This is an optimization exercise on Yosys and OpenROAD, whose aim is small area, a short achievable clock period and few clock cycles per item, not a production implementation. RTL that was checked went through simulation tests only; none was proved equivalent to the original.

before:
==> flow/design.v (excerpt) <==
module csb_crc (
    input  wire        clk,
    input  wire        rst,         
    input  wire        in_valid,
    output wire        in_ready,
    input  wire        in_init,
    input  wire [2:0]  in_nbytes,   
    input  wire [31:0] in_data,
    output wire        idle,
    output wire [31:0] result
);
Size in the first run: about 460 cells after synthesis, roughly 41 flip-flops, about 73 I/O pins, roughly 4500 µm² of cells after synthesis.
==> flow/config.mk <==
export PLATFORM = sky130hd
export DESIGN_NAME = csb_crc
export DESIGN_NICKNAME = csb_crc
export VERILOG_FILES = /design/flow/design.v
export SDC_FILE = /design/flow/constraint.sdc
export NUM_CORES = 4
export LEC_CHECK = 0
export CAP_MARGIN = 20
export CORE_MARGIN = 2
export CORE_UTILIZATION = 40
export CTS_BUF_LIST = sky130_fd_sc_hd__clkbuf_4 sky130_fd_sc_hd__clkbuf_8
export CTS_CLUSTER_DIAMETER = 100
export CTS_CLUSTER_SIZE = 30
export SETUP_SLACK_MARGIN = 3.0
export SLEW_MARGIN = 20
export TNS_END_PERCENT = 0
==> flow/constraint.sdc <==
create_clock -name core_clock -period 5.0 [get_ports {clk}]
set_input_delay 1.0000 -clock core_clock [delete_from_list [all_inputs] [get_ports {clk}]]
set_output_delay 1.0000 -clock core_clock [all_outputs]
set_load 0.01 [all_outputs]
standard.sh (not shown) runs the stock make flow with config.mk's settings and CLKGATE_MAP_FILE= SYNTH_SCRIPT=/design/flow/synth_recipe.tcl, a recipe that flattens the netlist after the stock synthesis.
==> flow/flow/run.sh <==
#!/bin/bash
# Standard layout, with plain buf_1 cells as the port buffers and the
# state flip-flops (which drive the whole next-state network and the
# result ports) upsized after placement.
set -e
export BUFFER_PORTS_ARGS="-buffer_cell sky130_fd_sc_hd__buf_1"
bash standard.sh place > standard_place.log 2>&1
openroad -no_init -exit flow/upsize.tcl > upsize.log 2>&1
bash standard.sh finish > standard.log 2>&1
==> flow/flow/upsize.tcl <==
# Upsize the code register's flip-flops in the placed design, then
# legalize the placement again.
set odb orfs/results/sky130hd/csb_crc/base/3_place.odb
read_db $odb
read_liberty $::env(FLOW_HOME)/platforms/sky130hd/lib/sky130_fd_sc_hd__tt_025C_1v80.lib
set block [ord::get_db_block]
set n 0
foreach inst [$block getInsts] {
  if {[[$inst getMaster] getName] eq "sky130_fd_sc_hd__dfxtp_1" && [string match "code*" [$inst getName]]} {
    replace_cell [$inst getName] sky130_fd_sc_hd__dfxtp_2
    incr n
  }
}
puts "upsized $n flip-flops"
detailed_placement
check_placement
write_db $odb
Testbench counts of before, summed over its fixed seeds: cycles 24,576, bytes 97,536.
### before -> after
--- a/flow/design.v
+++ b/flow/design.v
@@ -4,27 +4,25 @@
     input  wire        in_valid,
     output wire        in_ready,
     input  wire        in_init,
     input  wire [2:0]  in_nbytes,   
     input  wire [31:0] in_data,
     output wire        idle,
     output wire [31:0] result
 );
     localparam [31:0] POLY = 32'hEDB88320;
     reg [31:0] code;       
     reg        pend;       
-    reg        part;       
     reg        back;       
     reg [3:0]  left;       
     reg        busy;       
-    reg        idle_q;     
     function [31:0] unshift2;
         input [31:0] c;
         integer i;
         reg [31:0] t;
         begin
             t = c;
             for (i = 0; i < 2; i = i + 1)
                 t = t[31] ? (((t ^ POLY) << 1) | 32'd1) : (t << 1);
             unshift2 = t;
         end
     endfunction
@@ -272,42 +270,39 @@
     assign f[25] = m210;
     assign f[26] = m214;
     assign f[27] = m221;
     assign f[28] = m225;
     assign f[29] = m229;
     assign f[30] = m234;
     assign f[31] = m238;
     wire [31:0] stepped = ~f ^ b;
     wire [31:0] kept    = ({32{~clr}} & (back ? ~unshift2(~code) : code)) ^ b;
     always @(posedge clk)
         code <= (pend & ~clr) ? stepped : kept;
-    reg       pend_n, part_n, back_n, busy_n;
+    reg       pend_n, back_n, busy_n;
     reg [3:0] left_n;
     always @(*) begin
         pend_n = accept & (in_nbytes != 3'd0);
-        part_n = accept & partial;
         if (rst) begin
             back_n = 1'b0;
             busy_n = 1'b0;
             left_n = 4'd0;
         end else if (accept) begin
             back_n = 1'b0;
             busy_n = partial;
-            left_n = {~in_nbytes[1:0], 2'b00} + 4'd4;
+            left_n = partial ? {~in_nbytes[1:0], 2'b00} + 4'd4 : 4'd0;
         end else begin
-            back_n = (pend & part) | (back & (left != 4'd1));
+            back_n = (pend & (left != 4'd0)) | (back & (left != 4'd1));
             busy_n = busy & ~(back & (left == 4'd1));
             left_n = left - {3'd0, back};
         end
     end
     always @(posedge clk) begin
         pend   <= pend_n;
-        part   <= part_n;
         back   <= back_n;
         busy   <= busy_n;
         left   <= left_n;
-        idle_q <= ~(pend_n | back_n);
     end
     assign in_ready = ~busy;
-    assign idle     = idle_q;
+    assign idle     = ~(pend | back);
     assign result   = code;
 endmodule
Findings:
- Final clock period utilization by the worst path in after is 0.24 points higher than in before
- Of before and after, after shows the lower share of cell area taken by flip-flops and latches, with before above it.
- Clock skew delta (after − before): favourable
- When after is measured against before, its setup slack turns out 0.012 ns lower.
- after: minimum period implied by the final worst setup slack 0.012 ns above before
For after, only the layout was checked, not whether the RTL still works.


build 21:
Another version of the RTL of csb_crc (not shown whole).
For scale: about 490 cells after synthesis, roughly 73 I/O pins.
Settings: LEC_CHECK=0, CAP_MARGIN=20, CORE_MARGIN=2, CORE_UTILIZATION=40, SLEW_MARGIN=20; clock period 5.0 ns.
run.sh (not shown) runs the stock make flow with config.mk's settings and CLKGATE_MAP_FILE= SYNTH_SCRIPT=/design/flow/synth_recipe.tcl, a recipe that flattens the netlist after the stock synthesis.
Stock flow here: none of the scripts above is used.
Testbench counts of build 21, summed over its fixed seeds: cycles 24,576, bytes 97,536.
Relative to build 21, the following input files were edited for build 57:
diff --git a/flow/design.v b/flow/design.v
--- a/flow/design.v
+++ b/flow/design.v
@@ -13,14 +13,12 @@
     reg [31:0] code;       
     reg [31:0] dat;        
     reg        pend;       
     reg        full;       
     reg        busy;       
     reg [3:0]  left;       
-    reg        idle_q;     
-    reg        ready_q;    
     function [31:0] shift2;
         input [31:0] c;
         integer i;
         reg [31:0] t;
         begin
             t = c;
@@ -285,36 +283,27 @@
         if (busy)
             dat[21:0] <= dat[23:2];
         else
             dat[21:0] <= in_data[21:0];
         dat[31:22] <= in_data[31:22];
     end
-    reg       pend_n, busy_n;
-    reg [3:0] left_n;
-    always @(*) begin
+    always @(posedge clk) begin
         if (rst) begin
-            pend_n = 1'b0;
-            busy_n = 1'b0;
-            left_n = 4'd0;
+            pend <= 1'b0;
+            full <= 1'b0;
+            busy <= 1'b0;
+            left <= 4'd0;
         end else if (accept) begin
-            pend_n = (in_nbytes != 3'd0);
-            busy_n = ~in_nbytes[2] & (in_nbytes[1:0] != 2'd0);
-            left_n = {in_nbytes[1:0], 2'b00};
+            pend <= (in_nbytes != 3'd0);
+            full <= in_nbytes[2];
+            busy <= ~in_nbytes[2] & (in_nbytes[1:0] != 2'd0);
+            left <= {in_nbytes[1:0], 2'b00};
         end else begin
-            pend_n = pend & ~full & (left != 4'd1);
-            busy_n = busy & (left != 4'd2);
-            left_n = left - {3'd0, left != 4'd0};
+            pend <= pend & ~full & (left != 4'd1);
+            busy <= busy & (left != 4'd2);
+            left <= left - {3'd0, left != 4'd0};
         end
     end
-    always @(posedge clk) begin
-        pend    <= pend_n;
-        idle_q  <= ~pend_n;
-        busy    <= busy_n;
-        ready_q <= ~busy_n;
-        left    <= left_n;
-        if (accept)
-            full <= in_nbytes[2];
-    end
-    assign in_ready = ready_q;
-    assign idle     = idle_q;
+    assign in_ready = ~busy;
+    assign idle     = ~pend;
     assign result   = code;
 endmodule
Findings:
- Comparing post-synthesis cell count for build 21 and build 57, the smaller number came from build 21.
- Via count in build 57 is 0.93% lower than in build 21
- Between build 21 and build 57, the cell count along the critical path is higher for build 21.
- For the max-slew headroom at the worst pin, build 57 came in 1.0 points lower than build 21 did.
- Later-pin clock latency in the skew report across build 21 and build 57: no real change.
- Side by side, number of fillers in the final layout turned out lower in build 57 than in build 21.
For build 57, only the layout was checked, not whether the RTL still works.

re-timing with driven ports:
How much do the figures lean on ideal ports? The routed layouts below were timed once more, with nothing changed but the port constraints. Step 1 assumes that a clkbuf_16 drives the clock port and a buf_2 every other input. Step 2 times the ports against the registers' clock, not the clock port: input delays grow and output delays shrink by t, the midpoint of the rising clock arrivals with the driver on. Three values: no drivers, after step 1, after step 2; two values: the first two.
run	shift t [ns]	setup WS [ns]	worst hold slack (ns)	worst setup path after step 2	pins driven straight from the clock port
before	0.343	2.876 / 2.876 / 2.620	0.552 / 0.552 / 0.552	input to register	1
after	0.345	2.864 / 2.864 / 2.541	0.577 / 0.577 / 0.577	input to register	1
build 21	0.381	2.079 / 2.079 / 1.820	0.504 / 0.504 / 0.504	input to register	1
build 57	0.367	1.909 / 1.869 / 1.969	0.519 / 0.519 / 0.519	input to register	1
After both steps every run listed still meets setup and hold. The setup slack of after, which loses most, moves by 0.000 ns with the drivers and by -0.323 ns with both steps.
